From an optimization exercise on the open Yosys and OpenROAD flow, aimed at small area, a short achievable clock period and few clock cycles per item; shortcuts taken in it are not production practice.
Only simulation tests tie the RTL to the original design; equivalence was not proved.

==> flow/design.v, too long to show whole: its modules and the start of the top module <==
// module cvdsp_noise: 2503 lines
module cvdsp_noise (
    input  wire        clk,
    input  wire        rst,           
    input  wire        start,
    input  wire [1:0]  op,
    input  wire        clk_flag,      
    input  wire        hold_flag,     
    input  wire [2:0]  scale_sel,     
    input  wire [31:0] now,           
    input  wire [7:0]  pot_a,         
    input  wire [7:0]  pot_b,         
    input  wire [7:0]  pot3,          
    input  wire [15:0] raw_a,         
    input  wire [15:0] raw_b,         
    input  wire [31:0] arg,           
    input  wire [31:0] cfg_tmin,      
    input  wire [31:0] cfg_tmax,      
    input  wire [15:0] cfg_ext_thresh,  
    input  wire [31:0] cfg_pulse_us,  
    output wire        done,
    output wire  [13:0] quant_mv,      
    output wire         pulse,         
    output wire  [1:0]  fired,         
    output wire  [31:0] seed,          
    output wire  [13:0] cur_a,         
    output wire  [13:0] cur_b,         
    output wire  [31:0] last_a,        
    output wire  [31:0] last_b,        
    output wire  [2:0]  scale,         
    output wire         armed,         
    output wire  [31:0] pulse_until    
);
  // ...
==> flow/flow/run.sh <==
#!/bin/bash
# The standard layout, with the port buffers that buffer_ports inserts
# made plain buffers (sky130_fd_sc_hd__buf_2) instead of its default choice.
# The make output goes to layout.log here; ORFS's per-step logs stay under orfs/logs.
set -euo pipefail
export BUFFER_PORTS_ARGS="-buffer_cell sky130_fd_sc_hd__buf_2"
bash standard.sh > layout.log 2>&1
==> flow/standard.sh <==
#!/bin/bash
# synth_recipe.tcl (not shown) runs the flow's synth.tcl, then flattens the netlist and writes it again
# the make line also repeats each setting of config.mk as NAME=value (left out here)
make -C /OpenROAD-flow-scripts/flow DESIGN_CONFIG=/design/flow/config.mk WORK_HOME=/design/flow/orfs CLKGATE_MAP_FILE= SYNTH_SCRIPT=/design/flow/synth_recipe.tcl "${@:-finish}"
==> flow/config.mk <==
export PLATFORM = sky130hd
export DESIGN_NAME = cvdsp_noise
export DESIGN_NICKNAME = cvdsp_noise
export VERILOG_FILES = /design/flow/design.v
export SDC_FILE = /design/flow/constraint.sdc
export NUM_CORES = 4
export LEC_CHECK = 0
export ABC_AREA = 1
export CAP_MARGIN = 20
export CORE_MARGIN = 2
export CORE_UTILIZATION = 40
export PLACE_DENSITY = 0.6
export SLEW_MARGIN = 20
==> flow/constraint.sdc <==
create_clock -name core_clock -period 22.0 [get_ports {clk}]
set_input_delay 4.4000 -clock core_clock [delete_from_list [all_inputs] [get_ports {clk}]]
set_output_delay 4.4000 -clock core_clock [all_outputs]
set_load 0.01 [all_outputs]
==> results_tabular.tex, run 1 <==
\begin{tabular}{lr}
\hline
Metric & Value \\
\hline
\multicolumn{2}{l}{\textbf{Worst setup path}} \\
Startpoint class of the critical path & flip-flop \\
Worst Path Arrival & around 11 ns \\
Critical path type & flip-flop to output port \\
Worst path most repeated cell & nand2\_1 \\
\multicolumn{2}{l}{\textbf{Die}} \\
Row Count & between 150 and 200 \\
Die height & 475 um \\
Area of the die & approximately 230,000 sq um \\
\multicolumn{2}{l}{\textbf{Outcome}} \\
Run status & no timing/DRC/antenna violations \\
\multicolumn{2}{l}{\textbf{Yosys}} \\
Synthesized-area fraction occupied by ao, oa, aoi and oai cells & between 10\% and 20\% \\
Most instantiated library cell after synthesis & nand2\_1 \\
Largest cells by area after synthesis & fa\_1 20\%, ha\_1 11\%, nand2\_1 11\% \\
Top-area cell type share of the netlist area & 19.9\% \\
Number of flops mapped to enable cells by yosys & 0 \\
\multicolumn{2}{l}{\textbf{Final layout}} \\
Leading cell type in the layout, fill and taps excluded & nand2\_1 \\
Area Growth Syn to Fin & 7.22\% \\
\multicolumn{2}{l}{\textbf{GRT}} \\
GR Layer Usage met2 & approximately half \\
Routing usage on met1 & between 40\% and 50\% \\
Antenna violations before repair & 25 \\
\multicolumn{2}{l}{\textbf{Routing}} \\
Wire length on met2 & around 160,000 um \\
\multicolumn{2}{l}{\textbf{Clock tree}} \\
CTS Hold Buffers Added & 0 \\
Setup bufs post-CTS & 0 \\
H-tree lvl count & 1 \\
\multicolumn{2}{l}{\textbf{STA}} \\
Hold slack final & about 0.47 ns \\
\multicolumn{2}{l}{\textbf{Place}} \\
Placed wire-length estimate & roughly 300,000 um \\
\hline
\end{tabular}
Testbench counts, summed over its fixed seeds: cycles 12,000, commands 12,000.
==> run 2: changes to the inputs <==
--- a/flow/design.v
+++ b/flow/design.v
@@ -2236,18 +2236,19 @@
     wire [11:0] r2 = (st_sn == 2'd0) ? x2[11:0] : (st_sn == 2'd1) ? x3[11:0] : x4[11:0];
     wire [31:0] last_ra = p1_fa ? p1_now : st_last_a;
     wire [31:0] last_rb = p1_fb ? p1_now : st_last_b;
     wire [26:0] cb_a = {cube_booth_hi(pot_a), cube_booth_lo(pot_a)};
     wire [26:0] cb_b = {cube_booth_hi(pot_b), cube_booth_lo(pot_b)};
     wire [32:0] m_span = {1'b0, cfg_tmin} - {1'b0, cfg_tmax};
     wire [31:0] el_a = now - last_ra;
     wire [31:0] el_b = now - last_rb;
-    wire [26:0] wa  = {1'b0, wa_hi(pot3), wa_lo(pot3)};
-    wire [39:0] w_b = {3'd0, wlo_lut(pot3), 24'd0};
+    wire [12:0] w  = win_lut(pot3);
+    wire [14:0] w2 = {1'b0, w, 1'b0};
+    wire [12:0] w_lo = wlo_lut(pot3);
     wire [34:0] fa_mx = {{2{m_span[32]}}, m_span};
     wire fa_one0 = cb_a[0];
     wire fa_two0 = cb_a[1];
     wire fa_neg0 = cb_a[2];
     wire [34:0] fa_pp0 = (({35{fa_one0}} & fa_mx) | ({35{fa_two0}} & {fa_mx[33:0], 1'b0})) ^ {35{fa_neg0}};
     wire [49:0] fa_row0 = {{15{1'b0}}, ~fa_pp0[34], fa_pp0[33:0]} << 0;
     wire fa_one1 = cb_a[3];
     wire fa_two1 = cb_a[4];
@@ -2340,110 +2341,114 @@
     wire fb_neg8 = cb_b[26];
     wire [34:0] fb_pp8 = (({35{fb_one8}} & fb_mx) | ({35{fb_two8}} & {fb_mx[33:0], 1'b0})) ^ {35{fb_neg8}};
     wire [49:0] fb_row8 = {{15{1'b0}}, ~fb_pp8[34], fb_pp8[33:0]} << 16;
     wire [14:0] fb_nb = {fb_neg7, 1'b0, fb_neg6, 1'b0, fb_neg5, 1'b0, fb_neg4, 1'b0, fb_neg3, 1'b0, fb_neg2, 1'b0, fb_neg1, 1'b0, fb_neg0};
     wire [49:0] fb_ra = {3'd0, el_b, {15{m_span[32]}}};
     wire [49:0] fb_rb = {3'd0, ~cfg_tmin, fb_nb};
     wire [49:0] fb_d = fb_row0 + fb_row1 + fb_row2 + fb_row3 + fb_row4 + fb_row5 + fb_row6 + fb_row7 + fb_row8 + fb_ra + fb_rb + 50'd609868176195584;
     wire tfire_b = !fb_d[49];
-    wire [27:0] w1_mx = {{1{wa[26]}}, wa};
+    wire [15:0] w1_mx = {{1{w2[14]}}, w2};
     wire [2:0] w1_t0 = {r1[1], r1[0], 1'b0};
     wire w1_one0 = w1_t0[1] ^ w1_t0[0];
     wire w1_two0 = (w1_t0 == 3'b100) || (w1_t0 == 3'b011);
     wire w1_neg0 = w1_t0[2];
-    wire [27:0] w1_pp0 = (({28{w1_one0}} & w1_mx) | ({28{w1_two0}} & {w1_mx[26:0], 1'b0})) ^ {28{w1_neg0}};
-    wire [39:0] w1_row0 = {{12{1'b0}}, ~w1_pp0[27], w1_pp0[26:0]} << 0;
+    wire [15:0] w1_pp0 = (({16{w1_one0}} & w1_mx) | ({16{w1_two0}} & {w1_mx[14:0], 1'b0})) ^ {16{w1_neg0}};
+    wire [27:0] w1_row0 = {{12{1'b0}}, ~w1_pp0[15], w1_pp0[14:0]} << 0;
     wire [2:0] w1_t1 = {r1[3], r1[2], r1[1]};
     wire w1_one1 = w1_t1[1] ^ w1_t1[0];
     wire w1_two1 = (w1_t1 == 3'b100) || (w1_t1 == 3'b011);
     wire w1_neg1 = w1_t1[2];
-    wire [27:0] w1_pp1 = (({28{w1_one1}} & w1_mx) | ({28{w1_two1}} & {w1_mx[26:0], 1'b0})) ^ {28{w1_neg1}};
-    wire [39:0] w1_row1 = {{12{1'b0}}, ~w1_pp1[27], w1_pp1[26:0]} << 2;
+    wire [15:0] w1_pp1 = (({16{w1_one1}} & w1_mx) | ({16{w1_two1}} & {w1_mx[14:0], 1'b0})) ^ {16{w1_neg1}};
+    wire [27:0] w1_row1 = {{12{1'b0}}, ~w1_pp1[15], w1_pp1[14:0]} << 2;
     wire [2:0] w1_t2 = {r1[5], r1[4], r1[3]};
     wire w1_one2 = w1_t2[1] ^ w1_t2[0];
     wire w1_two2 = (w1_t2 == 3'b100) || (w1_t2 == 3'b011);
     wire w1_neg2 = w1_t2[2];
-    wire [27:0] w1_pp2 = (({28{w1_one2}} & w1_mx) | ({28{w1_two2}} & {w1_mx[26:0], 1'b0})) ^ {28{w1_neg2}};
-    wire [39:0] w1_row2 = {{12{1'b0}}, ~w1_pp2[27], w1_pp2[26:0]} << 4;
+    wire [15:0] w1_pp2 = (({16{w1_one2}} & w1_mx) | ({16{w1_two2}} & {w1_mx[14:0], 1'b0})) ^ {16{w1_neg2}};
+    wire [27:0] w1_row2 = {{12{1'b0}}, ~w1_pp2[15], w1_pp2[14:0]} << 4;
     wire [2:0] w1_t3 = {r1[7], r1[6], r1[5]};
     wire w1_one3 = w1_t3[1] ^ w1_t3[0];
     wire w1_two3 = (w1_t3 == 3'b100) || (w1_t3 == 3'b011);
     wire w1_neg3 = w1_t3[2];
-    wire [27:0] w1_pp3 = (({28{w1_one3}} & w1_mx) | ({28{w1_two3}} & {w1_mx[26:0], 1'b0})) ^ {28{w1_neg3}};
-    wire [39:0] w1_row3 = {{12{1'b0}}, ~w1_pp3[27], w1_pp3[26:0]} << 6;
+    wire [15:0] w1_pp3 = (({16{w1_one3}} & w1_mx) | ({16{w1_two3}} & {w1_mx[14:0], 1'b0})) ^ {16{w1_neg3}};
+    wire [27:0] w1_row3 = {{12{1'b0}}, ~w1_pp3[15], w1_pp3[14:0]} << 6;
     wire [2:0] w1_t4 = {r1[9], r1[8], r1[7]};
     wire w1_one4 = w1_t4[1] ^ w1_t4[0];
     wire w1_two4 = (w1_t4 == 3'b100) || (w1_t4 == 3'b011);
     wire w1_neg4 = w1_t4[2];
-    wire [27:0] w1_pp4 = (({28{w1_one4}} & w1_mx) | ({28{w1_two4}} & {w1_mx[26:0], 1'b0})) ^ {28{w1_neg4}};
-    wire [39:0] w1_row4 = {{12{1'b0}}, ~w1_pp4[27], w1_pp4[26:0]} << 8;
+    wire [15:0] w1_pp4 = (({16{w1_one4}} & w1_mx) | ({16{w1_two4}} & {w1_mx[14:0], 1'b0})) ^ {16{w1_neg4}};
+    wire [27:0] w1_row4 = {{12{1'b0}}, ~w1_pp4[15], w1_pp4[14:0]} << 8;
     wire [2:0] w1_t5 = {r1[11], r1[10], r1[9]};
     wire w1_one5 = w1_t5[1] ^ w1_t5[0];
     wire w1_two5 = (w1_t5 == 3'b100) || (w1_t5 == 3'b011);
     wire w1_neg5 = w1_t5[2];
-    wire [27:0] w1_pp5 = (({28{w1_one5}} & w1_mx) | ({28{w1_two5}} & {w1_mx[26:0], 1'b0})) ^ {28{w1_neg5}};
-    wire [39:0] w1_row5 = {{12{1'b0}}, ~w1_pp5[27], w1_pp5[26:0]} << 10;
+    wire [15:0] w1_pp5 = (({16{w1_one5}} & w1_mx) | ({16{w1_two5}} & {w1_mx[14:0], 1'b0})) ^ {16{w1_neg5}};
+    wire [27:0] w1_row5 = {{12{1'b0}}, ~w1_pp5[15], w1_pp5[14:0]} << 10;
     wire [2:0] w1_t6 = {1'b0, 1'b0, r1[11]};
     wire w1_one6 = w1_t6[1] ^ w1_t6[0];
     wire w1_two6 = (w1_t6 == 3'b100) || (w1_t6 == 3'b011);
     wire w1_neg6 = w1_t6[2];
-    wire [27:0] w1_pp6 = (({28{w1_one6}} & w1_mx) | ({28{w1_two6}} & {w1_mx[26:0], 1'b0})) ^ {28{w1_neg6}};
-    wire [39:0] w1_row6 = {{12{1'b0}}, ~w1_pp6[27], w1_pp6[26:0]} << 12;
-    wire [39:0] w1_nb = {28'd0, 1'b0, w1_neg5, 1'b0, w1_neg4, 1'b0, w1_neg3, 1'b0, w1_neg2, 1'b0, w1_neg1, 1'b0, w1_neg0};
-    wire [39:0] w1_t = w1_row0 + w1_row1 + w1_row2 + w1_row3 + w1_row4 + w1_row5 + w1_row6 + w1_nb + w_b + 40'd366548615168;
-    wire [27:0] w2_mx = {{1{wa[26]}}, wa};
+    wire [15:0] w1_pp6 = (({16{w1_one6}} & w1_mx) | ({16{w1_two6}} & {w1_mx[14:0], 1'b0})) ^ {16{w1_neg6}};
+    wire [27:0] w1_row6 = {{12{1'b0}}, ~w1_pp6[15], w1_pp6[14:0]} << 12;
+    wire [27:0] w1_nb = {16'd0, 1'b0, w1_neg5, 1'b0, w1_neg4, 1'b0, w1_neg3, 1'b0, w1_neg2, 1'b0, w1_neg1, 1'b0, w1_neg0};
+    wire [27:0] w1_x = w1_row0 + w1_row1 + w1_row2 + w1_row3 + w1_row4 + w1_row5 + w1_row6 + w1_nb + 28'd89489408;
+    wire [15:0] w2_mx = {{1{w2[14]}}, w2};
     wire [2:0] w2_t0 = {r2[1], r2[0], 1'b0};
     wire w2_one0 = w2_t0[1] ^ w2_t0[0];
     wire w2_two0 = (w2_t0 == 3'b100) || (w2_t0 == 3'b011);
     wire w2_neg0 = w2_t0[2];
-    wire [27:0] w2_pp0 = (({28{w2_one0}} & w2_mx) | ({28{w2_two0}} & {w2_mx[26:0], 1'b0})) ^ {28{w2_neg0}};
-    wire [39:0] w2_row0 = {{12{1'b0}}, ~w2_pp0[27], w2_pp0[26:0]} << 0;
+    wire [15:0] w2_pp0 = (({16{w2_one0}} & w2_mx) | ({16{w2_two0}} & {w2_mx[14:0], 1'b0})) ^ {16{w2_neg0}};
+    wire [27:0] w2_row0 = {{12{1'b0}}, ~w2_pp0[15], w2_pp0[14:0]} << 0;
     wire [2:0] w2_t1 = {r2[3], r2[2], r2[1]};
     wire w2_one1 = w2_t1[1] ^ w2_t1[0];
     wire w2_two1 = (w2_t1 == 3'b100) || (w2_t1 == 3'b011);
     wire w2_neg1 = w2_t1[2];
-    wire [27:0] w2_pp1 = (({28{w2_one1}} & w2_mx) | ({28{w2_two1}} & {w2_mx[26:0], 1'b0})) ^ {28{w2_neg1}};
-    wire [39:0] w2_row1 = {{12{1'b0}}, ~w2_pp1[27], w2_pp1[26:0]} << 2;
+    wire [15:0] w2_pp1 = (({16{w2_one1}} & w2_mx) | ({16{w2_two1}} & {w2_mx[14:0], 1'b0})) ^ {16{w2_neg1}};
+    wire [27:0] w2_row1 = {{12{1'b0}}, ~w2_pp1[15], w2_pp1[14:0]} << 2;
     wire [2:0] w2_t2 = {r2[5], r2[4], r2[3]};
     wire w2_one2 = w2_t2[1] ^ w2_t2[0];
     wire w2_two2 = (w2_t2 == 3'b100) || (w2_t2 == 3'b011);
     wire w2_neg2 = w2_t2[2];
-    wire [27:0] w2_pp2 = (({28{w2_one2}} & w2_mx) | ({28{w2_two2}} & {w2_mx[26:0], 1'b0})) ^ {28{w2_neg2}};
-    wire [39:0] w2_row2 = {{12{1'b0}}, ~w2_pp2[27], w2_pp2[26:0]} << 4;
+    wire [15:0] w2_pp2 = (({16{w2_one2}} & w2_mx) | ({16{w2_two2}} & {w2_mx[14:0], 1'b0})) ^ {16{w2_neg2}};
+    wire [27:0] w2_row2 = {{12{1'b0}}, ~w2_pp2[15], w2_pp2[14:0]} << 4;
     wire [2:0] w2_t3 = {r2[7], r2[6], r2[5]};
     wire w2_one3 = w2_t3[1] ^ w2_t3[0];
     wire w2_two3 = (w2_t3 == 3'b100) || (w2_t3 == 3'b011);
     wire w2_neg3 = w2_t3[2];
-    wire [27:0] w2_pp3 = (({28{w2_one3}} & w2_mx) | ({28{w2_two3}} & {w2_mx[26:0], 1'b0})) ^ {28{w2_neg3}};
-    wire [39:0] w2_row3 = {{12{1'b0}}, ~w2_pp3[27], w2_pp3[26:0]} << 6;
+    wire [15:0] w2_pp3 = (({16{w2_one3}} & w2_mx) | ({16{w2_two3}} & {w2_mx[14:0], 1'b0})) ^ {16{w2_neg3}};
+    wire [27:0] w2_row3 = {{12{1'b0}}, ~w2_pp3[15], w2_pp3[14:0]} << 6;
     wire [2:0] w2_t4 = {r2[9], r2[8], r2[7]};
     wire w2_one4 = w2_t4[1] ^ w2_t4[0];
     wire w2_two4 = (w2_t4 == 3'b100) || (w2_t4 == 3'b011);
     wire w2_neg4 = w2_t4[2];
-    wire [27:0] w2_pp4 = (({28{w2_one4}} & w2_mx) | ({28{w2_two4}} & {w2_mx[26:0], 1'b0})) ^ {28{w2_neg4}};
-    wire [39:0] w2_row4 = {{12{1'b0}}, ~w2_pp4[27], w2_pp4[26:0]} << 8;
+    wire [15:0] w2_pp4 = (({16{w2_one4}} & w2_mx) | ({16{w2_two4}} & {w2_mx[14:0], 1'b0})) ^ {16{w2_neg4}};
+    wire [27:0] w2_row4 = {{12{1'b0}}, ~w2_pp4[15], w2_pp4[14:0]} << 8;
     wire [2:0] w2_t5 = {r2[11], r2[10], r2[9]};
     wire w2_one5 = w2_t5[1] ^ w2_t5[0];
     wire w2_two5 = (w2_t5 == 3'b100) || (w2_t5 == 3'b011);
     wire w2_neg5 = w2_t5[2];
-    wire [27:0] w2_pp5 = (({28{w2_one5}} & w2_mx) | ({28{w2_two5}} & {w2_mx[26:0], 1'b0})) ^ {28{w2_neg5}};
-    wire [39:0] w2_row5 = {{12{1'b0}}, ~w2_pp5[27], w2_pp5[26:0]} << 10;
+    wire [15:0] w2_pp5 = (({16{w2_one5}} & w2_mx) | ({16{w2_two5}} & {w2_mx[14:0], 1'b0})) ^ {16{w2_neg5}};
+    wire [27:0] w2_row5 = {{12{1'b0}}, ~w2_pp5[15], w2_pp5[14:0]} << 10;
     wire [2:0] w2_t6 = {1'b0, 1'b0, r2[11]};
     wire w2_one6 = w2_t6[1] ^ w2_t6[0];
     wire w2_two6 = (w2_t6 == 3'b100) || (w2_t6 == 3'b011);
     wire w2_neg6 = w2_t6[2];
-    wire [27:0] w2_pp6 = (({28{w2_one6}} & w2_mx) | ({28{w2_two6}} & {w2_mx[26:0], 1'b0})) ^ {28{w2_neg6}};
-    wire [39:0] w2_row6 = {{12{1'b0}}, ~w2_pp6[27], w2_pp6[26:0]} << 12;
-    wire [39:0] w2_nb = {28'd0, 1'b0, w2_neg5, 1'b0, w2_neg4, 1'b0, w2_neg3, 1'b0, w2_neg2, 1'b0, w2_neg1, 1'b0, w2_neg0};
-    wire [39:0] w2_t = w2_row0 + w2_row1 + w2_row2 + w2_row3 + w2_row4 + w2_row5 + w2_row6 + w2_nb + w_b + 40'd366548615168;
+    wire [15:0] w2_pp6 = (({16{w2_one6}} & w2_mx) | ({16{w2_two6}} & {w2_mx[14:0], 1'b0})) ^ {16{w2_neg6}};
+    wire [27:0] w2_row6 = {{12{1'b0}}, ~w2_pp6[15], w2_pp6[14:0]} << 12;
+    wire [27:0] w2_nb = {16'd0, 1'b0, w2_neg5, 1'b0, w2_neg4, 1'b0, w2_neg3, 1'b0, w2_neg2, 1'b0, w2_neg1, 1'b0, w2_neg0};
+    wire [27:0] w2_x = w2_row0 + w2_row1 + w2_row2 + w2_row3 + w2_row4 + w2_row5 + w2_row6 + w2_nb + 28'd89489408;
     wire        in_tick = start && (op == OP_TICK);
     wire        in_run  = in_tick && !hold_flag;
     wire        fire_a  = in_run && ((raw_a > cfg_ext_thresh) ? clk_flag : tfire_a);
     wire        fire_b  = in_run && ((raw_b > cfg_ext_thresh) ? clk_flag : tfire_b);
+    wire [37:0] t1 = {w1_x[25:0], 12'd0} + {12'd0, w1_x[25:0]} + {24'd0, w1_x[25:12]} +
+                     38'd3 + {w_lo, 24'd0};
+    wire [37:0] t2 = {w2_x[25:0], 12'd0} + {12'd0, w2_x[25:0]} + {24'd0, w2_x[25:12]} +
+                     38'd3 + {w_lo, 24'd0};
     wire signed [31:0] arg_s = arg;
     wire [13:0] arg_c = arg_s[31] ? 14'd0 :
                         (arg_s > 32'sd10000) ? 14'd10000 : arg_s[13:0];
     wire        in_q  = (op == OP_QUANT);
     wire [13:0] qa = quantize(p1_v1, p1_q ? p1_scl : st_scale);
     wire [13:0] q2 = quantize(p1_v2, st_scale);
     wire        arm     = p1_fa && (qa != st_cur_a);
     wire [31:0] dleft   = st_until - p1_now;
@@ -2460,18 +2465,18 @@
     assign last_b      = last_rb;
     assign scale       = st_scale;
     assign armed       = p1_tick ? pulse_n : st_armed;
     assign pulse_until = arm ? p1_x : st_until;
     always @(posedge clk) begin
         p1_now     <= now;
         p1_x       <= now + cfg_pulse_us;
         p1_pus_pos <= !cfg_pulse_us[31] && (cfg_pulse_us != 32'd0);
-        p1_v1      <= in_q ? arg_c : w1_t[37:24];
-        p1_v2      <= w2_t[37:24];
+        p1_v1      <= in_q ? arg_c : t1[37:24];
+        p1_v2      <= t2[37:24];
         p1_scl     <= scale_sel;
         p1_q       <= in_q;
         if (rst) begin
             p1_valid  <= 1'b0;
             p1_tick   <= 1'b0;
             p1_fa     <= 1'b0;
             p1_fb     <= 1'b0;
             st_sbase  <= 32'd1;
==> flow/flow/run.sh (replaced) <==
#!/bin/bash
# The standard layout, with plain buffers (sky130_fd_sc_hd__buf_2) on the
# ports instead of buffer_ports's default choice, and timing repair asked for
# 9.5 ns of setup slack at the design's clock period.
# The make output goes to layout.log here; ORFS's per-step logs stay under orfs/logs.
set -euo pipefail
export BUFFER_PORTS_ARGS="-buffer_cell sky130_fd_sc_hd__buf_2"
export SETUP_SLACK_MARGIN=9.5
bash standard.sh > layout.log 2>&1
==> run 2 against run 1 <==
  * Still clean
  * Critical path depth shrank 2
  * Global-route usage is 4.1 points higher
  * Non-clock buffer count up 381
  * Hold slack worse by 0.0072 ns
  * Cell area up 3.3%
==> results_tabular.tex, run 2 <==
\begin{tabular}{lr}
\hline
Metric & Value \\
\hline
\multicolumn{2}{l}{\textbf{Clock tree}} \\
Clock slew at reported path FFs & $\sim$0.070 ns \\
Worst-skew pair later-pin latency & around 0.65 ns \\
CTS Hold Buffers Added & 0 (unchanged) \\
CTS tree & yes \\
Clock buffer count from CTS & 30 \\
Max clock buf depth & 3 \\
Clock root buffer & clkbuf\_16 \\
CTS Sinks & about 260 \\
H-tree lvl count & 1 (unchanged) \\
\multicolumn{2}{l}{\textbf{STA}} \\
Number of max-slew violations in the final report & 0 \\
Slew HR & 9.41\% \\
Unrepaired setup endpoints after global routing & true \\
Worst clock skew on the final layout & 0.0254 ns \\
Number of hold violations in the final report & 0 \\
Tightest Pin Transition & 1.32 ns \\
Sum of negative setup slack & 0 ns \\
Final setup viols & 0 \\
Upper clock frequency limit & slightly below 0.08 GHz \\
Time the worst path needs with I/O delays and setup & 12.64 ns \\
Fraction of the cycle the final worst path needs & between 50 and 60\% \\
\multicolumn{2}{l}{\textbf{Routing}} \\
Wire length on met2 & 178,000 um (+8.8\%) \\
Met3 wire length & 40,500 um \\
Via density per instance & approximately 6 \\
Count of routing violations after the opening detailed-route iteration & 10,820 \\
Number of DRC violations after detailed routing & 0 \\
Met1 layer wirelength in the final routing & 162,000 um \\
Total via count in the routed design & just over 90,000 \\
Top routing layer in use & met5 \\
Aggregate routed wire length & between 400,000 and 500,000 um \\
1st-pass router iterations & 8 \\
Final ANT Viol Nets & 0 \\
Routed length per placed instance & 26.8 um \\
\multicolumn{2}{l}{\textbf{Worst setup path}} \\
Worst Path Arrival & 13.13 ns (+2.60 ns) \\
Critical path type & input port to flip-flop \\
Reg-to-reg setup timing slack & 9.70 ns \\
Cell type of the slowest stage on the worst timing path & fa\_2 \\
Crit Reg-Reg Endpoint & p1\_v1[10]\$\_DFF\_P\_ \\
Source of the worst register-to-register timing path & st\_sbase[8]\$\_SDFF\_PP0\_ \\
Startpoint class of the critical path & input port \\
Critical Path Max Stage Delay & 0.59 ns \\
Register-to-Register Path Depth & 59 \\
Type of element capturing the critical path & flip-flop \\
Largest fanout of any net on the critical path & 7 \\
Critical path data required time & 22.49 ns \\
\multicolumn{2}{l}{\textbf{Final layout}} \\
Share of post-route cells with drive strength above 1 & about 17\% \\
Fin cells & around 15,000 \\
Area Growth Syn to Fin & 18.7\% \\
Final net count & between 10,000 and 15,000 \\
Filler cells & about 21,000 \\
Leading cell type in the layout, fill and taps excluded & nand2\_1 \\
Top library cells by usage in the layout, fill and taps aside & 2,019 x nand2\_1, 1,736 x inv\_1, 895 x nor2\_1 \\
Post-route core utilization & between 40\% and 50\% \\
\multicolumn{2}{l}{\textbf{Place}} \\
Port Buffer Count & approximately 420 \\
Placed wire-length estimate & 306,000 um (+4.0\%) \\
Number of cells in the design after placement & roughly 15,000 \\
Final estimated routing congestion in global placement & 1.02 \\
\multicolumn{2}{l}{\textbf{Worst hold path}} \\
Hold path endpoint & st\_cur\_b[12]\$\_SDFF\_PP1\_ \\
Type of the most critical hold path & flip-flop to flip-flop \\
Number of cells on the worst hold path & 2 \\
Worst Min Path Start & st\_cur\_b[12]\$\_SDFF\_PP1\_ \\
\multicolumn{2}{l}{\textbf{Yosys}} \\
Top-area cell type share of the netlist area & 17.6\% (-2.2 points) \\
YS warnings & 1 \\
Portion of the post-synthesis area used by sequential elements & under 10\% \\
Cell area after synthesis & between 80,000 and 90,000 sq um \\
Leading area contributor after synthesis & fa\_1 \\
Primary flip-flop cell chosen by synthesis mapping & dfxtp\_1 \\
Main combinational cell family by area after synthesis & adder cells \\
Mean instance size in the synthesized netlist & slightly below 7 sq um \\
Basic-gate share of the synthesized area counting and, or, nand and nor cells & around 20\% \\
Xor and xnor area share after synthesis & 10.9\% \\
Mapped Cells & between 10,000 and 15,000 \\
Largest cells by area after synthesis & fa\_1 18\%, ha\_1 13\%, nand2\_1 9.9\% \\
\#FFs+latches synth & roughly 260 \\
Most instantiated library cell after synthesis & nand2\_1 \\
Number of distinct library cells after synthesis & 77 \\
Post-synthesis async set-or-reset flop share & 0\% \\
Number of flops mapped to enable cells by yosys & 0 (unchanged) \\
Synthesized-area fraction occupied by adder cells & 30.9\% \\
Multiplexer area fraction after synthesis & less than 1\% \\
Post-synthesis net count & roughly 14,000 \\
Synthesized-area fraction occupied by ao, oa, aoi and oai cells & 20.5\% (+0.66 points) \\
Synth cell count leaders & 2,189 x nand2\_1, 1,850 x inv\_1, 1,010 x nor2\_1 \\
\multicolumn{2}{l}{\textbf{Die}} \\
Die height & 459 um (-3.4\%) \\
Die X & 459 um \\
IO Count & 420 \\
Core area & slightly above 200,000 sq um \\
Area of the die & 210,000 sq um (-6.6\%) \\
Row Count & 166 (-3.5\%) \\
Effective utilization at floorplan & a little over 40\% \\
\multicolumn{2}{l}{\textbf{Outcome}} \\
Run status & no timing/DRC/antenna violations \\
\multicolumn{2}{l}{\textbf{GRT}} \\
Pin count of the biggest net entering global routing & 92 \\
GRT Overall Usage & between 30\% and 40\% \\
Vias in the first global route & $\sim$90,000 \\
Global-route wire length before repair & roughly 590,000 um \\
Final global-route overflow total & 0 \\
Antenna violations before repair & 26 (+4.0\%) \\
\multicolumn{2}{l}{\textbf{Flow run}} \\
Number of max-capacitance violations reported & 0 \\
\hline
\end{tabular}
==> run 2: layout make-up <==
class	count	area [sq um]	share of cell area [%]
Antenna cell	7	17.5	0.0178
Sequential cell	263	5290	5.39
Clock buffer	37	817	0.832
Timing Repair inverter	2	10.0	0.0102
Clock inverter	19	206	0.210
Timing Repair Buffer	1021	8160	8.31
Multi-Input combinational cell	9429	72900	74.2
Tap cell	2688	3360	3.43
Inverter	1907	7420	7.56
==> run 2: metrics by stage <==
step           cell area [sq um]  hold WS, ns  setup WS (ns)
5_1_grt                    98200        0.497           8.96
3_3_place_gp               87700        0.462           6.48
4_1_cts                    93000        0.476           9.43
6_report                   98200        0.467           9.36
3_5_place_dp               87700        0.467           6.39
2_1_floorplan              82700        0.443           9.45
==> run 2: cell families (layout without fill, tap and decap cells) <==
family,after synthesis,count (layout)
AOI/OAI and AO/OA,2839,2839
and+or+nand+nor,3983,3987
other,0,7
muxes,4,4
buffers and inverters,2548,2986
xor gates and xnor gates,991,991
DFF,263,263
adders and majority gates,1608,1608
==> run 2: repair_timing <==
| item | CTS | global route |
|---|---|---|
| pin swaps | 121 | 291 |
| gates resized for setup | 692 | 896 |
| cloned | 11 | 16 |
| setup endpoints to repair | 99 | 78 |
| setup buffers | 199 | 164 |
==> run 2: how the worst max path moves through the flow <==
stage | startpoint | endpoint | slack [ns]
4_1_cts | p1_v1[12]$_DFF_P_ | pulse_until[5] | 9.43
2_1_floorplan | pot3[1] | p1_v1[8]$_DFF_P_ | 9.45
6_report | pot3[0] | p1_v1[10]$_DFF_P_ | 9.36
3_5_place_dp | cfg_tmin[6] | st_sn[0]$_SDFF_PP0_ | 6.39
3_3_place_gp | cfg_tmin[6] | st_sn[0]$_SDFF_PP0_ | 6.48
5_1_grt | pot3[1] | p1_v1[12]$_DFF_P_ | 8.96
==> run 2: layer usage <==
metal,track usage (%),vias to the layer above
met5,0,-
li1,-,41316
met4,21.9,16
met2,56.9,5698
met3,7.13,1239
met1,48.4,44981
==> run 2: worst max-delay path: cells and delay by family <==
kind	cells	cell delay [ns]
AOI/OAI and AO/OA	17	2.74
xor gates and xnor gates	2	0.28
and+or+nand+nor	13	1.19
buffers and inverters	11	0.88
adders and majority gates	9	3.61
Testbench counts of run 2, summed over its fixed seeds: cycles 12,000, commands 12,000.
==> run 3: changes to the inputs <==
==> flow/flow/run.sh (replaced) <==
#!/bin/bash
# The standard layout, with plain buffers (sky130_fd_sc_hd__buf_2) on the
# ports instead of buffer_ports's default choice, and timing repair asked for
# 8 ns of setup slack at the design's clock period.
# The make output goes to layout.log here; ORFS's per-step logs stay under orfs/logs.
set -euo pipefail
export BUFFER_PORTS_ARGS="-buffer_cell sky130_fd_sc_hd__buf_2"
export SETUP_SLACK_MARGIN=8
bash standard.sh > layout.log 2>&1
==> run 3 against run 2 <==
  * Final cell count decreased by 2.3%
  * Highest routed layer unchanged
  * Global-route usage shrank 1.5 points
  * Utilization is 4.1 points lower
  * Largest cell class unchanged
  * Clock skew is 0.0080 ns higher
  * Routed wire length decreased by 5.6%
  * First-iteration DRC count is 0.11% lower
==> results_tabular.tex, run 3 <==
\begin{tabular}{lr}
\hline
Metric & Value \\
\hline
\multicolumn{2}{l}{\textbf{Outcome}} \\
Run status & no timing/DRC/antenna violations \\
\multicolumn{2}{l}{\textbf{Yosys}} \\
Synth cell count leaders & 2,189 x nand2\_1, 1,850 x inv\_1, 1,010 x nor2\_1 \\
Top-area cell type share of the netlist area & 17.6\% (unchanged) \\
\#FFs+latches synth & 263 (unchanged) \\
YS warnings & 1 (unchanged) \\
Portion of the post-synthesis area used by sequential elements & 6.37\% (unchanged) \\
Cell area after synthesis & 82,700 sq um (unchanged) \\
Post-synthesis net count & 14,086 (unchanged) \\
Number of distinct library cells after synthesis & 77 (unchanged) \\
Most instantiated library cell after synthesis & nand2\_1 \\
Number of flops mapped to enable cells by yosys & 0 (unchanged) \\
Leading area contributor after synthesis & fa\_1 \\
Post-synthesis async set-or-reset flop share & 0\% (unchanged) \\
Largest cells by area after synthesis & fa\_1 18\%, ha\_1 13\%, nand2\_1 9.9\% \\
Mapped Cells & 12,236 (unchanged) \\
Primary flip-flop cell chosen by synthesis mapping & dfxtp\_1 \\
Mean instance size in the synthesized netlist & 6.76 sq um (unchanged) \\
\multicolumn{2}{l}{\textbf{Clock tree}} \\
Clock slew at reported path FFs & 0.07 ns (about the same) \\
CTS Sinks & 263 (unchanged) \\
CTS tree & yes \\
Max clock buf depth & 3 (unchanged) \\
H-tree lvl count & 1 (unchanged) \\
Worst-skew pair later-pin latency & 0.66 ns (about the same) \\
Clock root buffer & clkbuf\_16 \\
Clock buffer count from CTS & 29 (-3.3\%) \\
\multicolumn{2}{l}{\textbf{Die}} \\
Die X & 459 um (unchanged) \\
Die height & 459 um (unchanged) \\
Row Count & 166 (unchanged) \\
Effective utilization at floorplan & 40.3\% (unchanged) \\
IO Count & 420 (unchanged) \\
Core area & 205,000 sq um (unchanged) \\
Area of the die & 210,000 sq um (unchanged) \\
\multicolumn{2}{l}{\textbf{Worst setup path}} \\
Critical path data required time & 22.50 ns (about the same) \\
Type of element capturing the critical path & flip-flop \\
Critical Path Max Stage Delay & 0.63 ns (+0.04 ns) \\
Worst Path Arrival & 14.33 ns (+1.20 ns) \\
Startpoint class of the critical path & input port \\
Worst path most repeated cell & nand2\_1 \\
Critical path type & input port to flip-flop \\
Cell type of the slowest stage on the worst timing path & o311ai\_0 \\
Register-to-Register Path Depth & 61 (+3.4\%) \\
Largest fanout of any net on the critical path & 31 (+24) \\
\multicolumn{2}{l}{\textbf{STA}} \\
Final setup viols & 0 (unchanged) \\
Time the worst path needs with I/O delays and setup & 13.83 ns (+1.19 ns) \\
Tightest Pin Transition & 1.21 ns (-0.107 ns) \\
Worst clock skew on the final layout & 0.0334 ns (+0.00804 ns) \\
Number of max-slew violations in the final report & 0 (unchanged) \\
Unrepaired setup endpoints after global routing & false \\
Upper clock frequency limit & 0.0723 GHz (-8.6\%) \\
Slew HR & 18.3\% (+8.9 points) \\
Number of hold violations in the final report & 0 (unchanged) \\
Sum of negative setup slack & 0 ns (unchanged) \\
Fraction of the cycle the final worst path needs & 62.9\% (+5.4 points) \\
\multicolumn{2}{l}{\textbf{Routing}} \\
Count of routing violations after the opening detailed-route iteration & 10,808 (-0.11\%) \\
Aggregate routed wire length & 388,000 um (-5.6\%) \\
Number of DRC violations after detailed routing & 0 (unchanged) \\
Routed length per placed instance & 25.9 um (-3.3\%) \\
1st-pass router iterations & 7 (-1) \\
Total via count in the routed design & 90,549 (-2.9\%) \\
Final ANT Viol Nets & 0 (unchanged) \\
Via density per instance & 6.03 (-0.59\%) \\
\multicolumn{2}{l}{\textbf{Final layout}} \\
Area Growth Syn to Fin & 8.46\% \\
Filler cells & 21,520 (+3.1\%) \\
Top library cells by usage in the layout, fill and taps aside & 2,159 x nand2\_1, 1,827 x inv\_1, 984 x nor2\_1 \\
Post-layout instance area & 89,700 sq um (-8.6\%) \\
Post-route core utilization & 43.8\% (-4.1 points) \\
Share of post-route cells with drive strength above 1 & 8.38\% (-8.5 points) \\
Area taken by flip-flops and latches & 5280 sq um (-0.24\%) \\
Leading cell type in the layout, fill and taps excluded & nand2\_1 \\
Final net count & 14,133 (-2.6\%) \\
Combined area of the multi-input logic cells & 68,700 sq um (-5.7\%) \\
\multicolumn{2}{l}{\textbf{Flow run}} \\
Number of max-capacitance violations reported & 0 (unchanged) \\
\multicolumn{2}{l}{\textbf{Place}} \\
Placed wire-length estimate & 297,000 um (-2.9\%) \\
Final estimated routing congestion in global placement & 1.06 (+3.8\%) \\
Placed standard-cell area & 87,400 sq um (-0.30\%) \\
Port Buffer Count & 419 (unchanged) \\
\multicolumn{2}{l}{\textbf{GRT}} \\
Vias in the first global route & 88,427 (-1.9\%) \\
Antenna violations before repair & 24 (-7.7\%) \\
Pin count of the biggest net entering global routing & 88 (-4.3\%) \\
GRT Overall Usage & 35.6\% (-1.5 points) \\
Global-route wire length before repair & 572,000 um (-3.6\%) \\
Final global-route overflow total & 0 (unchanged) \\
\multicolumn{2}{l}{\textbf{Worst hold path}} \\
Type of the most critical hold path & flip-flop to flip-flop \\
Number of cells on the worst hold path & 2 (unchanged) \\
\hline
\end{tabular}
run 3: cell count changes in the layout (fill, tap and decap cells not counted), moves of 88 or more:
cell | previous run | this run
inv_1 | 1736 | 1827
ha_1 | 779 | 867
nand2_1 | 2019 | 2159
o21ai_0 | 660 | 779
buf_4 | 452 | 217
nor2_1 | 895 | 984
run 3: final cells by class:
class / count / share of cell area [%]
multi-input cells: 9425 / 76.6
well taps: 2688 / 3.75
flip-flops and latches: 263 / 5.89
diodes: 22 / 0.0614
repair buffers: 654 / 4.48
clock inverters: 19 / 0.233
repair inverters: 3 / 0.0167
inverters: 1907 / 8.11
clock buffers: 35 / 0.868
run 3: timing repair:
action / CTS / global route
gates resized for setup: 85 / 171
gates cloned: 3 / 2
pin swaps: 2 / 7
hold buffers: 0 / 0
endpoints found under the setup margin: 76 / 76
buffers inserted: 9 / 37
run 3: worst max-delay path: cells and delay by family:
family / cells / cell delay, ns
XOR/XNOR: 1 / 0.23
AND/OR/NAND/NOR: 12 / 1.64
AO/OA/AOI/OAI: 8 / 2.58
adder cells (fa/ha/maj): 8 / 3.57
buffers and inverters: 9 / 1.89
run 3: per-layer routing:
layer / part of all wire [%] / vias up / track usage [%]
li1: - / 40491 / -
met1: 40 / 43456 / 46.9
met2: 43 / 5454 / 53.9
met3: 9.9 / 1144 / 6.48
met4: 7.3 / 4 / 21.5
met5: 0.0077 / - / 0
run 3: worst paths after layout:
| check | start | slack, ns | endpoint |
|---|---|---|---|
| worst max-delay path | pot_b[1] | 8.17 | st_sn[0]$_SDFF_PP0_ |
| worst min-delay path | st_last_a[0]$_SDFF_PP0_ | 0.48 | st_last_a[0]$_SDFF_PP0_ |
| worst max register to register | st_sbase[14]$_SDFF_PP0_ | 9.38 | p1_v2[13]$_DFF_P_ |
| worst min register to register | st_last_a[0]$_SDFF_PP0_ | 0.48 | st_last_a[0]$_SDFF_PP0_ |
run 3: stage by stage:
step                      setup slack (ns)  std cells  hold slack [ns]
final                                 8.17      15016            0.480
after global placement                6.16      14888            0.461
after floorplan                       8.87      12236            0.443
after detailed placement              6.01      14888            0.470
after CTS                             8.00      14954            0.481
after global routing                  7.93      15011            0.496
run 3: cells by family after synthesis:
| group | share of synthesized area (%) |
|---|---|
| fa+ha+maj | 30.9 |
| buf+inv | 11.7 |
| simple gates | 19.6 |
| flops | 6.37 |
| mux | 0.0484 |
| compound gates | 20.5 |
| xor+xnor | 10.9 |

-- what the ideal ports hide --
How much do the figures lean on ideal ports? The routed layouts below were timed once more, with nothing changed but the port constraints. Step 1: set_driving_cell puts a clkbuf_16 on clk and a buf_2 on each other input, an assumption about the parent block. Step 2 adds t to the input delays and takes it off the output delays; t is the mean of the earliest and latest rising clock arrival at the registers after step 1. Input paths then give back, and output paths get back, about the clock's delay inside the block. a / b / c = ideal ports / drivers / drivers and shift; a / b = the first two.
| run | t (ns) | setup slack, ns | worst register clock-pin slew, ns | worst slew at a driven data input, ns |
|---|---|---|---|---|
| run 1 | 0.742 | 7.073 / 6.996 / 7.368 | 0.07 / 0.07 | 0.21 |
| run 2 | 0.704 | 9.360 / 9.323 / 8.670 | 0.07 / 0.07 | 0.16 |
| run 3 | 0.716 | 8.167 / 8.218 / 7.502 | 0.08 / 0.08 | 0.44 |
After both steps setup and hold are still met in every run listed. For run 2, which loses most, drivers alone change the setup slack by -0.037 ns; drivers and shift together by -0.690 ns.
